This design comes from an exercise in tuning for small area, a short achievable clock period and few clock cycles per item on the open sky130 flow, not from production work. Where RTL was checked, it was by simulation tests only, not by an equivalence proof against the original. Only the layout flow was run in run 1; the RTL was not checked for function there.

==> flow/design.v (outline; a module is shown in full before it is edited, if it fits) <==
// module scope_index_unit: 1321 lines
module scope_index_unit (
    input  wire        clk,
    input  wire        rst,           
    input  wire        start,
    input  wire [2:0]  cfg_scope,
    input  wire [11:0] cfg_width_m1,  
    input  wire        s_valid,
    output wire        s_ready,
    input  wire [31:0] s_data,        
    output reg         m_valid,
    input  wire        m_ready,
    output reg  [2:0]  m_mask,        
    output reg  [21:0] m_addr0,
    output reg  [21:0] m_addr1,
    output reg  [21:0] m_addr2
);
  // ...
==> flow/run.sh <==
#!/bin/bash
# synth_recipe.tcl (not shown) runs the flow's synth.tcl, then flattens the netlist and writes it again
# the make line also repeats each setting of config.mk as NAME=value (left out here)
make -C /OpenROAD-flow-scripts/flow DESIGN_CONFIG=/design/flow/config.mk WORK_HOME=/design/flow/orfs CLKGATE_MAP_FILE= SYNTH_SCRIPT=/design/flow/synth_recipe.tcl finish
==> flow/config.mk <==
export PLATFORM = sky130hd
export DESIGN_NAME = scope_index_unit
export DESIGN_NICKNAME = scope_index_unit
export VERILOG_FILES = /design/flow/design.v
export SDC_FILE = /design/flow/constraint.sdc
export NUM_CORES = 4
export LEC_CHECK = 0
export CAP_MARGIN = 20
export CORE_MARGIN = 2
export CORE_UTILIZATION = 40
export SLEW_MARGIN = 20
==> flow/constraint.sdc <==
create_clock -name core_clock -period 28.0 [get_ports {clk}]
set_input_delay 5.6000 -clock core_clock [delete_from_list [all_inputs] [get_ports {clk}]]
set_output_delay 5.6000 -clock core_clock [all_outputs]
set_load 0.01 [all_outputs]
==> summary.md, run 1 <==
| Metric | Value |
|---|---|
| M1 WL | 31.5 mm |
| Max Slew Vio Count | 0 |
| Prevailing post-synth register cell | dfxtp_1 |
| Post-route worst setup slack | 18790 ps |
| Worst Skew | 28.9 ps |
| Synth Area in Compound Gates | 9.53% |
| Bufs w/o clock | 157 |
| Mapped Cells | between 2000 and 3000 |
| IO Count | 123 |
| Setup crit start kind | register |
| Vias | 20088 |
| Slew @ Worst Pin | 1060 ps |
| Vias in the first global route | around 22000 |
| HP Class | register to register |
| Nets@finish | 3733 |
| Largest net degree at the start of global routing | 60 |
| CTS sink count | 185 |
| Hold WS | 430 ps |
| Non-Filler Instances | approximately 3800 |
| Crit path depth | 42 |
| Clkbuf count | 20 |
| Clk slew on worst S/H paths | 90 ps |
| Worst setup path category | register to register |
| Min-Delay Endpoint | p_v |
| Multi-In Gates | ~2000 |
| Fin Setup TNS | 0 ps |
| Met2 usage | 38.4% |
| Relative slew slack | 29.3% |
| Worst Hold Launch | i_v |
| Placed insts | around 3800 |
| Outcome | timing/DRC/antenna clean |
==> run 2, diff against run 1 <==
--- a/flow/design.v
+++ b/flow/design.v
@@ -43,45 +43,54 @@
               is_vs   ? 13'd256 :
               is_hist ? 13'd1 : 13'd0;
     end
     wire adv = !m_valid || m_ready;
     reg        k_e;           
     reg [23:0] k_d;
     reg        i_v;           
     reg [23:0] i_d;
+    reg        d_v;           
     reg        p_v;           
     assign s_ready = k_e;
     wire accept = s_valid && k_e;
     always @(posedge clk) begin
         if (k_e)
             k_d <= s_data[23:0];
         if (adv)
             i_d <= k_e ? s_data[23:0] : k_d;
     end
     always @(posedge clk) begin
         if (rst) begin
             k_e <= 1'b1;
             i_v <= 1'b0;
+            d_v <= 1'b0;
             p_v <= 1'b0;
             m_valid <= 1'b0;
         end else if (adv) begin
             k_e <= 1'b1;
             i_v <= !k_e || accept;
-            p_v <= i_v;
+            d_v <= i_v;
+            p_v <= d_v;
             m_valid <= p_v;
         end else begin
             k_e <= k_e && !accept;
         end
     end
-    wire [7:0] r = i_d[7:0];
-    wire [7:0] g = i_d[15:8];
-    wire [7:0] b = i_d[23:16];
-    wire [8:0] du = {1'b0, r} - {1'b0, g};
-    wire [8:0] dv = {1'b0, b} - {1'b0, g};
+    reg [8:0] du, dv;         
+    reg [7:0] g;
+    always @(posedge clk) begin
+        if (adv) begin
+            du <= {1'b0, i_d[7:0]} - {1'b0, i_d[15:8]};
+            dv <= {1'b0, i_d[23:16]} - {1'b0, i_d[15:8]};
+            g  <= i_d[15:8];
+        end
+    end
+    wire [7:0] r = du[7:0] + g;
+    wire [7:0] b = dv[7:0] + g;
     wire luma_s_1 = ~(~du[7]);
     wire luma_s_2 = ~(du[8] ^ du[3]);
     wire luma_s_3 = du[8] | du[3];
     wire luma_s_4 = du[4] ^ ~du[2];
     wire luma_s_5 = du[4] & ~du[2];
     wire luma_s_6 = ~(du[7]);
     wire luma_s_7 = ~du[8] ^ ~du[6];
     wire luma_s_8 = ~du[8] & ~du[6];
@@ -719,20 +728,18 @@
             p_f2  <= is_wfp ? ~b : b;
             p_m0l <= is_vsb & vb_p[0];
             p_f1l <= is_vsb & ub_p[0];
         end
     end
     reg  [11:0] col;
     wire [11:0] col_nxt = (col == wm1) ? 12'd0 : col + 12'd1;
     always @(posedge clk) begin
-        if (rst || start)
-            col <= 12'd0;
-        else if (adv && p_v)
-            col <= col_nxt;
+        if (rst || start || (adv && p_v))
+            col <= (rst || start) ? 12'd0 : col_nxt;
     end
     wire [7:0]  m0 = p_m0;
     wire [7:0]  m1 = p_f1;
     wire [7:0]  m2 = p_f2;
     wire [11:0] xadd = is_wf ? col : is_vs ? {4'd0, p_f1} : 12'd0;
     wire        cx = p_f1l & (p_f1[7] | (&p_f1[6:0]));    
     wire        cy = p_m0l & (p_m0[7] | (&p_m0[6:0]));    
     wire lane0_1 = (m0[0] & we[8]) ^ (m0[1] & we[7]);
@@ -1300,22 +1307,18 @@
     wire lane2_187 = lane2_150 ^ lane2_151 ^ we[9];
     wire lane2_188 = (lane2_150 & lane2_151) | (we[9] & (lane2_150 ^ lane2_151));
     wire lane2_189 = lane2_152 ^ (m2[7] & we[12]) ^ we[10];
     wire lane2_190 = (lane2_152 & (m2[7] & we[12])) | (we[10] & (lane2_152 ^ (m2[7] & we[12])));
     wire [21:0] lane2_a = {we[12], lane2_190, lane2_188, lane2_186, lane2_184, lane2_182, lane2_180, lane2_178, lane2_176, lane2_174, lane2_172, lane2_170, lane2_168, lane2_166, lane2_164, lane2_162, lane2_160, lane2_158, lane2_156, lane2_154, lane2_153, (m2[0] & we[0])};
     wire [21:0] lane2_b = {1'b0, we[11], lane2_189, lane2_187, lane2_185, lane2_183, lane2_181, lane2_179, lane2_177, lane2_175, lane2_173, lane2_171, lane2_169, lane2_167, lane2_165, lane2_163, lane2_161, lane2_159, lane2_157, lane2_155, xadd[1], xadd[0]};
     wire [21:0] lane2 = lane2_a + lane2_b;
     wire three = is_hist | is_wfp;
+    always @(posedge clk)
+        m_mask <= {three, three, three | is_wfl | is_vs};
     always @(posedge clk) begin
-        if (rst) begin
-            m_mask  <= 3'd0;
-            m_addr0 <= 22'd0;
-            m_addr1 <= 22'd0;
-            m_addr2 <= 22'd0;
-        end else if (adv) begin
-            m_mask  <= {three, three, three | is_wfl | is_vs};
+        if (adv) begin
             m_addr0 <= lane0;
             m_addr1 <= three ? lane1 : 22'd0;
             m_addr2 <= three ? lane2 : 22'd0;
         end
     end
 endmodule
==> run 2 against run 1 <==
Design area increased by 5.3%. Maximum frequency up 19%. Final cell count rose by 1.2%. Largest cell class unchanged. Via count shrank 1.2%. Hold slack better by 23 ps. Synthesized cell count decreased by 1.4%. First-iteration DRC count shrank 12%. Highest routed layer unchanged. Sequential share of layout area is 4.3 points higher. Critical path type unchanged. Clock skew is 2.4 ps lower. Critical path depth decreased by 14.
==> summary.md, run 2 <==
| Metric | Value |
|---|---|
| Fin Setup TNS | 0 ps (unchanged) |
| Register area share after synthesis | 20.3% (was 15.5%) |
| Worst Skew | 26.5 ps (was 28.9 ps) |
| Ranking of synthesized cells by area | fa_1 34%, edfxtp_1 16%, ha_1 12% (was fa_1 35%, ha_1 12%, dfxtp_1 10%) |
| Die Width | 271 um (was 264 um) |
| Fin area | 0.0315 mm^2 (was 0.0299 mm^2) |
| Layout cells sized above 1 | 4.20% (was 4.48%) |
| Final Setup Violations | 0 (unchanged) |
| Setup crit start kind | register (unchanged) |
| Global-route usage over all layers | 19.6% (was 22.2%) |
| Number of diodes | 0 (unchanged) |
| Max stage delay on crit path | 620 ps (was 500 ps) |
| Max Slew Vio Count | 0 (unchanged) |
| Synthesis warning total | 1 (unchanged) |
| Grt total ovfl | 0 (unchanged) |
| WL per Instance | 17.9 um (was 19.4 um) |
| Slew @ Worst Pin | 1120 ps (was 1060 ps) |
| Vias | 19847 (was 20088) |
| Prevailing post-synth register cell | edfxtp_1 (was dfxtp_1) |
| Vias in the first global route | 21663 (was 21536) |
| Clk slew on worst S/H paths | 70 ps (was 90 ps) |
| Vias per cell | 5.10 (was 5.23) |
| Yosys top cell area share | 33.5% (was 34.9%) |
| DP Worst Slack | 19770 ps (was 18850 ps) |
| DRT Pass-1 Iters | 5 (unchanged) |
| # DRC | 0 (unchanged) |
| Initial Util | 40.5% (was 40.4%) |
| Gpl congestion | 0.894 (was 0.960) |
| Row count | 97 (was 95) |
| F_max | 129 MHz (was 109 MHz) |
| Synth Register Bits | 212 (was 185) |
| Die footprint | 0.0732 mm^2 (was 0.0697 mm^2) |
| Hold WS | 453 ps (was 430 ps) |
| Worst setup path category | register to register (unchanged) |
| Post-route worst setup slack | 20240 ps (was 18790 ps) |
| Reg2Reg Setup Slack | 20240 ps (was 18790 ps) |
| Post-synth EDFFs | 153 (was 50) |
| Most frequent cell after synthesis | inv_1 (unchanged) |
| Outcome | timing/DRC/antenna clean (unchanged) |
| Root buf cell | clkbuf_16 (unchanged) |
| Post-layout min period | 7760 ps (was 9210 ps) |
| Req. time, crit path | 28260 ps (was 28140 ps) |
| Slowest CP cell | o21ai_0 (was fa_1) |
| Dpl cell area | 0.0307 mm^2 (was 0.0293 mm^2) |
| CTS Buffer Depth | 3 (was 2) |
| Regs by FF count | i_d: 24 flops, k_d: 24 flops (unchanged) |
| Most frequent cells in the layout | 597 x inv_1, 476 x fa_1, 266 x ha_1 (was 590 x inv_1, 472 x fa_1, 291 x nand2_1) |
| Unrepaired setup endpoints after global routing | no (unchanged) |
| Filler instances | 6664 (was 6380) |
| Area of the multi-input gates | 0.0201 mm^2 (was 0.0203 mm^2) |
| Cell family with most CP delay | adder cells (was compound AO/OA/AOI/OAI gates) |
| Syn_nets | 3628 (was 3650) |
| Relative slew slack | 25.0% (was 29.3%) |
| Final Hold Viols | 0 (unchanged) |
| Syn-to-layout area delta | 10.9% (was 10.6%) |
| Core area | 0.0701 mm^2 (was 0.0670 mm^2) |
| Initial antenna violation count | 0 (unchanged) |
| Post-synth top area cell | fa_1 (unchanged) |
| Post_cts resized | 0 (unchanged) |
| Worst-skew pair later-pin latency | 570 ps (was 490 ps) |
| Tcrit/Tclk final | 27.7% (was 32.9%) |
| FF+latch area | 0.00578 mm^2 (was 0.00420 mm^2) |
| Post-Syn Area | 0.0284 mm^2 (was 0.0271 mm^2) |
| Total wire length | 69.6 mm (was 74.6 mm) |
| Largest net degree at the start of global routing | 59 (was 60) |
| Synth cell count leaders | 597 x inv_1, 476 x fa_1, 266 x ha_1 (was 591 x inv_1, 472 x fa_1, 291 x nand2_1) |
| CTS tree | yes (unchanged) |
| Mapped Cells | 2834 (was 2874) |
| Crit path DAT | 8030 ps (was 9350 ps) |
| FFs w/ async S/R, synth | 0% (unchanged) |
| Antenna Nets Post-Route | 0 (unchanged) |
| DP Wirelength | 54.3 mm (was 57.4 mm) |
| DR iter-0 viols | 1068 (was 1211) |
| IO Count | 123 (unchanged) |
| CTS hold repair buffers | 0 (unchanged) |
| Most common cell after layout, fill and taps aside | inv_1 (unchanged) |
| HP Class | register to register (unchanged) |
| Htree depth | 1 (was 4) |
| First-pass GRT wire length | 114 mm (was 120 mm) |
| Max_cap viols | 0 (unchanged) |
| CTS sink count | 212 (was 185) |
| Final Core Density | 44.9% (was 44.7%) |
| Post-CTS Setup Repair Bufs | 0 (unchanged) |
| Chip height | 271 um (was 264 um) |
| CP Capture Type | register (unchanged) |
| I/O Buffers | 113 (unchanged) |
| Netlist cell types | 81 (was 74) |
| Mean post-synth cell area | 10.0 um^2 (was 9.41 um^2) |
| Num CTS Buffers | 24 (was 17) |
| CP max FO | 14 (was 17) |
| Buffers & Inverters on Critical Path | 5 (was 7) |
| Nets@finish | 3727 (was 3733) |
## run 2: cell families (layout without fill, tap and decap cells)
family | Yosys count | count (layout) | synth area share (%)
fa+ha+maj | 743 | 743 | 45.3
simple gates | 683 | 683 | 11.6
buf+inv | 681 | 798 | 9.05
compound gates | 328 | 328 | 7.69
flops | 212 | 212 | 20.3
xor+xnor | 142 | 142 | 4.37
mux | 44 | 44 | 1.65
other cells | 1 | 1 | 0.0132
## run 2: worst reg2reg max path: cells and delay by family, from the launching register on
| kind | cells | cell delay (ps) |
|---|---|---|
| AND/OR/NAND/NOR | 1 | 140 |
| adder cells (fa/ha/maj) | 7 | 3080 |
| AO/OA/AOI/OAI | 14 | 2870 |
| XOR/XNOR | 1 | 150 |
| buffers and inverters | 5 | 920 |
| flip-flops | 1 | 320 |
## run 2: per-stage QoR
stage,std cells
floorplan,2834
global placement,3847
detailed placement,3847
CTS,3891
global route,3891
finish,3891
## run 2: layer usage
metal	share of wire [%]	GRT usage [%]	vias up
met5	0	0	-
met4	2.7	5.38	0
met3	6.1	3.13	97
met2	51	35.1	560
met1	41	24.5	10062
li1	-	-	9128
## run 2: layout make-up
cell class | count | share of cell area, %
sequential | 212 | 18.3
inverter | 598 | 7.12
clock buffer | 31 | 1.99
timing repair buffer | 156 | 4.61
clock inverter | 13 | 0.492
multi-input combinational | 1941 | 63.7
tap | 940 | 3.73
## run 2: worst paths after layout
path | from | end | depth (start not counted)
worst max-delay path | du[7] | p_m0[7] | 28
worst min-delay path | i_d[11] | g[3] | 0
worst max register to register | du[7] | p_m0[7] | 28
worst min register to register | i_d[11] | g[3] | 0
Testbench counts of run 2, summed over its fixed seeds: cycles 24,400, items 24,000.
==> run 3, diff against run 2 <==
--- a/flow/config.mk
+++ b/flow/config.mk
@@ -6,6 +6,6 @@
 export NUM_CORES = 4
 export LEC_CHECK = 0
-export CAP_MARGIN = 20
+export CAP_MARGIN = 80
 export CORE_MARGIN = 2
 export CORE_UTILIZATION = 40
-export SLEW_MARGIN = 20
+export SLEW_MARGIN = 80
==> run 3 against run 2 <==
Area after synthesis unchanged. Design area is 5.8% higher. Critical path depth down 27. Core utilization grew 2.6 points. Largest cell class unchanged. Maximum frequency rose by 9.5%. Via count rose by 1.9%.
==> summary.md, run 3 <==
| Metric | Value |
|---|---|
| Outcome | timing/DRC/antenna clean (unchanged) |
| Non-Filler Instances | 4021 (was 3891) |
| Mean post-synth cell area | 10.0 um^2 (unchanged) |
| CP Capture Type | primary output (was register) |
| Most frequent cells in the layout | 581 x inv_1, 476 x fa_1, 260 x ha_1 (was 597 x inv_1, 476 x fa_1, 266 x ha_1) |
| Register area share after synthesis | 20.3% (unchanged) |
| Synth Register Bits | 212 (unchanged) |
| Setup crit start kind | register (unchanged) |
| CTS tree | yes (unchanged) |
| WL per Instance | 17.6 um (was 17.9 um) |
| Die Width | 271 um (unchanged) |
| Row count | 97 (unchanged) |
| Ranking of synthesized cells by area | fa_1 34%, edfxtp_1 16%, ha_1 12% (unchanged) |
| Gpl congestion | 0.894 (unchanged) |
| Initial Util | 40.5% (unchanged) |
| Netlist cell types | 81 (unchanged) |
| Root buf cell | clkbuf_16 (unchanged) |
| Synthesis warning total | 1 (unchanged) |
| Final Hold Viols | 0 (unchanged) |
| Layout cells sized above 1 | 10.9% (was 4.20%) |
| Worst setup path category | register to primary output (was register to register) |
| Nets@finish | 3855 (was 3727) |
| Synth cell count leaders | 597 x inv_1, 476 x fa_1, 266 x ha_1 (unchanged) |
| Largest net degree at the start of global routing | 39 (was 59) |
| Post-Syn Area | 0.0284 mm^2 (unchanged) |
| First-pass GRT wire length | 116 mm (was 114 mm) |
| DR iter-0 viols | 916 (was 1068) |
| Hold WS | 447 ps (was 453 ps) |
| FFs w/ async S/R, synth | 0% (unchanged) |
| Cell family with most CP delay | buffers and inverters (was adder cells) |
| Crit path DAT | 1490 ps (was 8030 ps) |
| CTS sink count | 212 (unchanged) |
| Total wire length | 70.6 mm (was 69.6 mm) |
| Post-synth EDFFs | 153 (unchanged) |
| Vias in the first global route | 21968 (was 21663) |
| Placed insts | 3963 (was 3847) |
| IO Count | 123 (unchanged) |
| # DRC | 0 (unchanged) |
| Mapped Cells | 2834 (unchanged) |
| Antenna Nets Post-Route | 0 (unchanged) |
| Vias per cell | 5.03 (was 5.10) |
| CP max FO | 1 (was 14) |
| Fin Setup TNS | 0 ps (unchanged) |
| Most frequent cell after synthesis | inv_1 (unchanged) |
| Crit path cell chain | clkdlybuf4s50_1 |
| Post-layout min period | 7090 ps (was 7760 ps) |
| Num CTS Buffers | 25 (was 24) |
| Max_cap viols | 0 (unchanged) |
| Final Setup Violations | 0 (unchanged) |
| Syn_nets | 3628 (unchanged) |
| Post-CTS Setup Repair Bufs | 0 (unchanged) |
| Chip height | 271 um (unchanged) |
| Post-synth top area cell | fa_1 (unchanged) |
| Regs by FF count | i_d: 24 flops, k_d: 24 flops (unchanged) |
| Grt total ovfl | 0 (unchanged) |
| Max Slew Vio Count | 0 (unchanged) |
| Req. time, crit path | 22400 ps (was 28260 ps) |
| Clk slew on worst S/H paths | 60 ps (was 70 ps) |
| Unrepaired setup endpoints after global routing | no (unchanged) |
| Slowest CP cell | clkdlybuf4s50_1 (was o21ai_0) |
| Final Core Density | 47.5% (was 44.9%) |
| Vias | 20231 (was 19847) |
| CTS Buffer Depth | 3 (unchanged) |
| I/O Buffers | 113 (unchanged) |
| CTS hold repair buffers | 0 (unchanged) |
| Worst Skew | 40.6 ps (was 26.5 ps) |
| Worst-skew pair later-pin latency | 580 ps (was 570 ps) |
| Post_cts resized | 0 (unchanged) |
| Prevailing post-synth register cell | edfxtp_1 (unchanged) |
| Most common cell after layout, fill and taps aside | inv_1 (unchanged) |
| Buffers & Inverters on Critical Path | 1 (was 5) |
| Core area | 0.0701 mm^2 (unchanged) |
| Tcrit/Tclk final | 25.3% (was 27.7%) |
| DRT Pass-1 Iters | 5 (unchanged) |
| Max stage delay on crit path | 550 ps (was 620 ps) |
| Htree depth | 1 (unchanged) |
| HP Class | register to register (unchanged) |
| Die footprint | 0.0732 mm^2 (unchanged) |
| Syn-to-layout area delta | 17.2% (was 10.9%) |
| Yosys top cell area share | 33.5% (unchanged) |
| DP Wirelength | 56.9 mm (was 54.3 mm) |
| Initial antenna violation count | 0 (unchanged) |
| Global-route usage over all layers | 19.9% (was 19.6%) |
| F_max | 141 MHz (was 129 MHz) |
-- run 3: final timing paths --
| path | start | depth (start not counted) | slack [ps] | endpoint |
|---|---|---|---|---|
| worst max-delay path | m_addr0[9] | 1 | 20910 | m_addr0[9] |
| worst max register to register | du[8] | 30 | 21040 | p_m0[7] |
| worst min-delay path | i_d[11] | 0 | 450 | g[3] |
| worst min register to register | i_d[11] | 0 | 450 | g[3] |
-- run 3: layer usage --
| metal | vias to the layer above | track usage [%] | share of wire (%) |
|---|---|---|---|
| met2 | 474 | 35.7 | 51 |
| met5 | - | 0 | 0 |
| met3 | 123 | 2.56 | 5.3 |
| met4 | 0 | 6.08 | 3.5 |
| li1 | 9395 | - | - |
| met1 | 10239 | 24.8 | 41 |
-- run 3: stage by stage --
| step | cell area [um^2] | setup slack, ps |
|---|---|---|
| CTS | 33000 | 20820 |
| finish | 33300 | 20910 |
| global route | 33300 | 20750 |
| floorplan | 28400 | 17320 |
| global placement | 30700 | 19780 |
| detailed placement | 32200 | 20810 |
-- run 3: cells by family after synthesis --
group           after synthesis  share of synthesized area (%)
fa+ha+maj                   743                           45.3
buf+inv                     681                           9.05
mux                          44                           1.65
flops                       212                           20.3
xor+xnor                    142                           4.37
other cells                   1                         0.0132
compound gates              328                           7.69
simple gates                683                           11.6
-- run 3: area by class of cell --
| class | instances | area, um^2 |
|---|---|---|
| diodes | 1 | 2.50 |
| clock buffers | 33 | 666 |
| clock inverters | 13 | 141 |
| fillers | 6567 | 36800 |
| inverters | 598 | 2280 |
| multi-input cells | 1941 | 20600 |
| flip-flops and latches | 212 | 5790 |
| well taps | 940 | 1180 |
| repair buffers | 283 | 2650 |
==> run 4, diff against run 3 <==
==> flow/flow/run.sh (new file) <==
#!/bin/bash
# Own layout flow: the standard synthesis, then a netlist pass that re-assigns the
# polarity of the full-adder cells so that fewer inverters are needed (flow/polarity.py;
# registers and their names are untouched), then the standard layout with the port
# buffers made of buf_4 cells.  Each tool's output goes to a log file in this folder.
set -euo pipefail
R=$PWD/orfs/results/$FLOW_PLATFORM/scope_index_unit/base
LIB=$FLOW_HOME/platforms/$FLOW_PLATFORM/lib/sky130_fd_sc_hd__tt_025C_1v80.lib
bash standard.sh "$R/1_2_yosys.v" > synth.log 2>&1
cp "$R/1_2_yosys.v" "$R/1_2_yosys_standard.v"
python3 flow/polarity.py "$LIB" "$R/1_2_yosys_standard.v" "$R/1_2_yosys.v" > polarity.log 2>&1
bash standard.sh "BUFFER_PORTS_ARGS=-buffer_cell sky130_fd_sc_hd__buf_4" finish > layout.log 2>&1
==> flow/flow/polarity.py (new file) <==
#!/usr/bin/env python3
"""Re-assign the polarity of full-adder cells in a Yosys gate-level netlist so that
fewer inverters are needed.  A full adder is self-dual: FA(~a,~b,~c) = (~sum, ~cout),
so flipping a full adder inverts both its inputs and its outputs.  Inverter chains are
collapsed, a flip assignment that needs few inverters is searched for, and one
inverter is put back per net that still needs its complement.
usage: polarity.py LIB in.v out.v"""
import re, sys
from collections import defaultdict

lib, src, dst = sys.argv[1:4]

# pin directions from the liberty file
dirs = {}
cur = None
for line in open(lib):
    m = re.match(r'\s*cell\s*\(\s*"?([\w]+)"?\s*\)', line)
    if m: cur = m.group(1); dirs[cur] = {}; continue
    m = re.match(r'\s*pin\s*\(\s*"?(\w+)"?\s*\)', line)
    if m and cur: pin = m.group(1); continue
    m = re.match(r'\s*direction\s*:\s*"?(\w+)"?', line)
    if m and cur: dirs[cur][pin] = m.group(1)

text = re.sub(r"\(\*.*?\*\)", "", open(src).read(), flags=re.S)
mstart = text.index("module ")
hdr_end = text.index(");", mstart) + 2
header, body = text[:hdr_end], text[hdr_end:]
body = body[:body.rindex("endmodule")]
stmts = [s.strip() for s in body.split(";") if s.strip()]

decls, assigns, cells = [], [], []
inst_re = re.compile(r'^(\S+)\s+(\S+)\s*\((.*)\)$', re.S)
pin_re = re.compile(r'\.(\w+)\s*\((.*?)\)\s*(?:,|$)', re.S)
ports = set()
for s in stmts:
    if s.startswith(("wire", "input", "output", "inout", "reg")):
        decls.append(s)
        if s.startswith(("input", "output", "inout")):
            for n in re.findall(r'([\\\w$\[\]\.]+)\s*$', s): ports.add(n)
            m = re.match(r'(input|output|inout)\s*(\[[^\]]*\])?\s*(.*)$', s, re.S)
            nm = m.group(3).strip(); rng = m.group(2)
            if rng:
                hi, lo = [int(x) for x in rng[1:-1].split(":")]
                for i in range(min(hi, lo), max(hi, lo) + 1): ports.add(f"{nm}[{i}]")
            ports.add(nm)
        continue
    if s.startswith("assign"):
        assigns.append(s); continue
    m = inst_re.match(s)
    assert m, s[:200]
    typ, name, pins = m.group(1), m.group(2), m.group(3)
    conns = {p: n.strip() for p, n in pin_re.findall(pins)}
    cells.append([typ, name, conns])

def is_inv(t): return re.match(r'sky130_fd_sc_hd__(clk)?inv_\d+$', t) is not None
def is_fa(t): return re.match(r'sky130_fd_sc_hd__fa_\d+$', t) is not None
def outs(t): return [p for p, d in dirs[t].items() if d == "output"]

assign_nets = set()
for a in assigns:
    for n in re.findall(r"[\\\w$][\w$\[\]\.\\]*", a[6:]):
        assign_nets.add(n)

driver = {}
for ci, (typ, name, conns) in enumerate(cells):
    for p in outs(typ):
        if p in conns: driver[conns[p]] = (ci, p)

# inverters that can be removed: not touching ports or assigns
removable = set()
for ci, (typ, name, conns) in enumerate(cells):
    if is_inv(typ):
        a, y = conns["A"], conns["Y"]
        if a in ports or y in ports or a in assign_nets or y in assign_nets: continue
        if a.startswith("1'b") or a.startswith("1'h"): continue
        removable.add(ci)

def root(n):
    p = 0
    seen = 0
    while n in driver and driver[n][0] in removable:
        n = cells[driver[n][0]][2]["A"]; p ^= 1; seen += 1
        assert seen < 100
    return n, p

# loads: (cell index, pin) of non-removable cells
loads = defaultdict(list)   # root -> list of (ci, pin, parity)
for ci, (typ, name, conns) in enumerate(cells):
    if ci in removable: continue
    for p, n in conns.items():
        if dirs[typ].get(p) == "input":
            r, par = root(n)
            loads[r].append((ci, p, par))
# roots that feed ports/assigns through removable inverters cannot happen (excluded above)

fas = [ci for ci, c in enumerate(cells) if is_fa(c[0])]
flip = defaultdict(int)

def need(r, ci, par):
    d = driver.get(r)
    fd = flip[d[0]] if d else 0
    return par ^ fd ^ flip[ci]

def cost(r):
    if r.startswith("1'b") or r.startswith("1'h"): return 0
    return 1 if any(need(r, ci, par) for ci, p, par in loads[r]) else 0

def touched(ci):
    typ, name, conns = cells[ci]
    rs = set()
    for p in ("A", "B", "CIN"): rs.add(root(conns[p])[0])
    for p in ("SUM", "COUT"):
        if p in conns: rs.add(conns[p])
    return rs

base = sum(cost(r) for r in list(loads))
rootcache = {}
improved = True; it = 0
while improved and it < 50:
    improved = False; it += 1
    for ci in fas:
        rs = touched(ci)
        before = sum(cost(r) for r in rs)
        flip[ci] ^= 1
        after = sum(cost(r) for r in rs)
        if after < before: improved = True
        else: flip[ci] ^= 1
final = sum(cost(r) for r in list(loads))
ninv = len(removable)
sys.stderr.write(f"inverters: {ninv} removable, needed before {base}, after {final}, flipped {sum(flip[c] for c in fas)} of {len(fas)} full adders\n")

# rewrite
new_cells = []
extra_decl = []
k = 0
inv_of = {}
for r, ls in loads.items():
    for ci, p, par in ls:
        n = need(r, ci, par)
        if r.startswith("1'b"):
            cells[ci][2][p] = r if not n else ("1'b1" if r == "1'b0" else "1'b0")
            continue
        if n:
            if r not in inv_of:
                k += 1; w = f"_polinv_{k}_"
                inv_of[r] = w
                extra_decl.append(f"wire {w}")
                new_cells.append(["sky130_fd_sc_hd__inv_1", f"_polinv_cell_{k}_", {"A": r, "Y": w}])
            cells[ci][2][p] = inv_of[r]
        else:
            cells[ci][2][p] = r
out = [header, ""]
def esc(n): return n + " " if n.startswith("\\") else n
for d in decls: out.append("  " + d + " ;")
for d in extra_decl: out.append("  " + d + ";")
for ci, (typ, name, conns) in enumerate(cells):
    if ci in removable: continue
    out.append(f"  {typ} {name} (" + ", ".join(f".{p}({esc(n)})" for p, n in conns.items()) + ");")
for typ, name, conns in new_cells:
    out.append(f"  {typ} {name} (" + ", ".join(f".{p}({esc(n)})" for p, n in conns.items()) + ");")
for a in assigns: out.append("  " + a + " ;")
out.append("endmodule")
open(dst, "w").write("\n".join(out) + "\n")
==> flow/standard.sh (new file) <==
#!/bin/bash
# synth_recipe.tcl (not shown) runs the flow's synth.tcl, then flattens the netlist and writes it again
# the make line also repeats each setting of config.mk as NAME=value (left out here)
make -C /OpenROAD-flow-scripts/flow DESIGN_CONFIG=/design/flow/config.mk WORK_HOME=/design/flow/orfs CLKGATE_MAP_FILE= SYNTH_SCRIPT=/design/flow/synth_recipe.tcl "${@:-finish}"
--- a/flow/config.mk
+++ b/flow/config.mk
@@ -6,6 +6,6 @@
 export NUM_CORES = 4
 export LEC_CHECK = 0
-export CAP_MARGIN = 80
+export CAP_MARGIN = 20
 export CORE_MARGIN = 2
 export CORE_UTILIZATION = 40
-export SLEW_MARGIN = 80
+export SLEW_MARGIN = 20
removed: flow/run.sh
==> run 4 against run 3 <==
First-iteration DRC count increased by 18%. Worst setup slack worse by 890 ps. Clock-buffer cell count fell by 2. Die area down 4.4%. Critical endpoint is now p_m0[7]. Largest cell class unchanged. Highest routed layer unchanged.
==> summary.md, run 4 <==
| Metric | Value |
|---|---|
| CTS tree | yes (unchanged) |
| F_max | 125 MHz (was 141 MHz) |
| CTS hold repair buffers | 0 (unchanged) |
| Most frequent cells in the layout | 476 x fa_1, 266 x ha_1, 261 x inv_1 (was 581 x inv_1, 476 x fa_1, 260 x ha_1) |
| Chip height | 265 um (was 271 um) |
| Layout cells sized above 1 | 9.06% (was 10.9%) |
| Register-to-Register Path Depth | 28 (was 30) |
| Synthesis warning total | 1 (unchanged) |
| Crit path DAT | 8290 ps (was 1490 ps) |
| Worst Skew | 27.1 ps (was 40.6 ps) |
| Tcrit/Tclk final | 28.5% (was 25.3%) |
| Final Hold Viols | 0 (unchanged) |
| Number of diodes | 0 (was 1) |
| Most common cell after layout, fill and taps aside | fa_1 (was inv_1) |
| Initial antenna violation count | 1 (was 0) |
| Outcome | timing/DRC/antenna clean (unchanged) |
| Antenna Nets Post-Route | 0 (unchanged) |
| CTS Buffer Depth | 3 (unchanged) |
| Max_cap viols | 0 (unchanged) |
| HP Class | register to register (unchanged) |
| Post_cts resized | 0 (unchanged) |
| Vias per cell | 5.36 (was 5.03) |
| Fin Setup TNS | 0 ps (unchanged) |
| Vias in the first global route | 20385 (was 21968) |
| Syn-to-layout area delta | 10.2% (was 17.2%) |
| Worst setup path category | register to register (was register to primary output) |
| Global-route usage over all layers | 20.4% (was 19.9%) |
| CP Capture Type | register (was primary output) |
| Row count | 95 (was 97) |
| First-pass GRT wire length | 111 mm (was 116 mm) |
| Req. time, crit path | 28310 ps (was 22400 ps) |
| Hold path cells | 0 (unchanged) |
| Die footprint | 0.0700 mm^2 (was 0.0732 mm^2) |
| Post-route worst setup slack | 20020 ps (was 20910 ps) |
| Buffers & Inverters on Critical Path | 5 (was 1) |
| Vias | 18711 (was 20231) |
| CTS sink count | 212 (unchanged) |
| Clk slew on worst S/H paths | 60 ps (about the same) |
| DP Wirelength | 52.7 mm (was 56.9 mm) |
| Crit path depth | 28 (was 1) |
| Num CTS Buffers | 25 (unchanged) |
| Grt total ovfl | 0 (unchanged) |
| Mapped Cells | 2497 (was 2834) |
| DR iter-0 viols | 1084 (was 916) |
| Initial Util | 40.5% (about the same) |
| Post-CTS Setup Repair Bufs | 0 (unchanged) |
| Post-layout min period | 7980 ps (was 7090 ps) |
| Dpl cell area | 0.0291 mm^2 (was 0.0322 mm^2) |
| Syn_nets | 3291 (was 3628) |
| Final Setup Violations | 0 (unchanged) |
| Mean post-synth cell area | 10.9 um^2 (was 10.0 um^2) |
| Gpl congestion | 0.896 (was 0.894) |
| Root buf cell | clkbuf_16 (unchanged) |
| Slowest CP cell | fa_1 (was clkdlybuf4s50_1) |
| Hold WS | 449 ps (was 447 ps) |
| Die Width | 265 um (was 271 um) |
| IO Count | 123 (unchanged) |
| Core area | 0.0672 mm^2 (was 0.0701 mm^2) |
| Htree depth | 1 (unchanged) |
| # DRC | 0 (unchanged) |
| I/O Buffers | 113 (unchanged) |
| Setup crit start kind | register (unchanged) |
| WL per Instance | 19.7 um (was 17.6 um) |
| Max stage delay on crit path | 540 ps (was 550 ps) |
| Max Slew Vio Count | 0 (unchanged) |
| Cell family with most CP delay | adder cells (was buffers and inverters) |
| DP Worst Slack | 20070 ps (was 20810 ps) |
| Regs by FF count | i_d: 24 flops, k_d: 24 flops (unchanged) |
| Final Core Density | 44.6% (was 47.5%) |
| Worst-skew pair later-pin latency | 580 ps (about the same) |
| Slew @ Worst Pin | 1060 ps |
| Unrepaired setup endpoints after global routing | no (unchanged) |
| DRT Pass-1 Iters | 5 (unchanged) |
| Total wire length | 68.8 mm (was 70.6 mm) |
| Relative slew slack | 29.5% |
| CP max FO | 16 (was 1) |
| Nets@finish | 3392 (was 3855) |
| Fin area | 0.0299 mm^2 (was 0.0333 mm^2) |
| Largest net degree at the start of global routing | 85 (was 39) |
| Post-Syn Area | 0.0272 mm^2 (was 0.0284 mm^2) |
-- run 4: cell type report --
cell class / count / area, um^2
fillers: 6160 / 37200
multi-input cells: 1941 / 20100
flip-flops and latches: 212 / 5780
repair buffers: 157 / 1200
well taps: 873 / 1090
inverters: 261 / 980
clock buffers: 31 / 648
clock inverters: 14 / 145
-- run 4: worst paths after layout --
kind                 from       to  slack, ps
hold reg to reg   i_d[15]     g[7]        450
setup reg to reg    du[7]  p_m0[7]      20020
setup / recovery    du[7]  p_m0[7]      20020
hold / removal    i_d[15]     g[7]        450
-- run 4: worst reg2reg max path: cells and delay by family (launching register included) --
family,cells,cell delay (ps)
compound gates,14,2890
xor+xnor,1,250
fa+ha+maj,7,2950
buf+inv,5,1220
flops,1,360
simple gates,1,60
-- run 4: stage by stage --
| step | std cells |
|---|---|
| global placement | 3443 |
| floorplan | 2497 |
| detailed placement | 3443 |
| CTS | 3488 |
| global route | 3489 |
| finish | 3489 |
-- run 4: routing by layer --
metal	vias up	global-route usage, %	share of wire, %
met2	579	35.4	50
met4	0	6.82	4.0
li1	8468	-	-
met5	-	0	0
met1	9507	26.0	40
met3	157	2.99	6.0

## static timing again, ports no longer ideal
Ports are ideal in the flow. The routed layouts listed here were re-timed in OpenROAD. Step 1: set_driving_cell puts a clkbuf_16 on clk and a buf_2 on each other input, an assumption about the parent block. Step 2 adds t to the input delays and takes it off the output delays; t is the mean of the earliest and latest rising clock arrival at the registers after step 1. Input paths then give back, and output paths get back, about the clock's delay inside the block. Slacks: ideal ports / drivers / drivers and shift; pairs: ideal ports / drivers.
| run | t (ns) | setup WS [ns] | worst setup path at the end |
|---|---|---|---|
| run 1 | 0.544 | 18.789 / 18.789 / 18.789 | register to register |
| run 2 | 0.611 | 20.238 / 20.238 / 19.823 | input to register |
| run 3 | 0.615 | 20.909 / 20.852 / 20.783 | input to register |
| run 4 | 0.624 | 20.019 / 20.019 / 20.019 | register to register |
After both steps setup and hold are still met in every run listed. For run 2, which loses most, drivers alone change the setup slack by 0.000 ns; drivers and shift together by -0.415 ns.
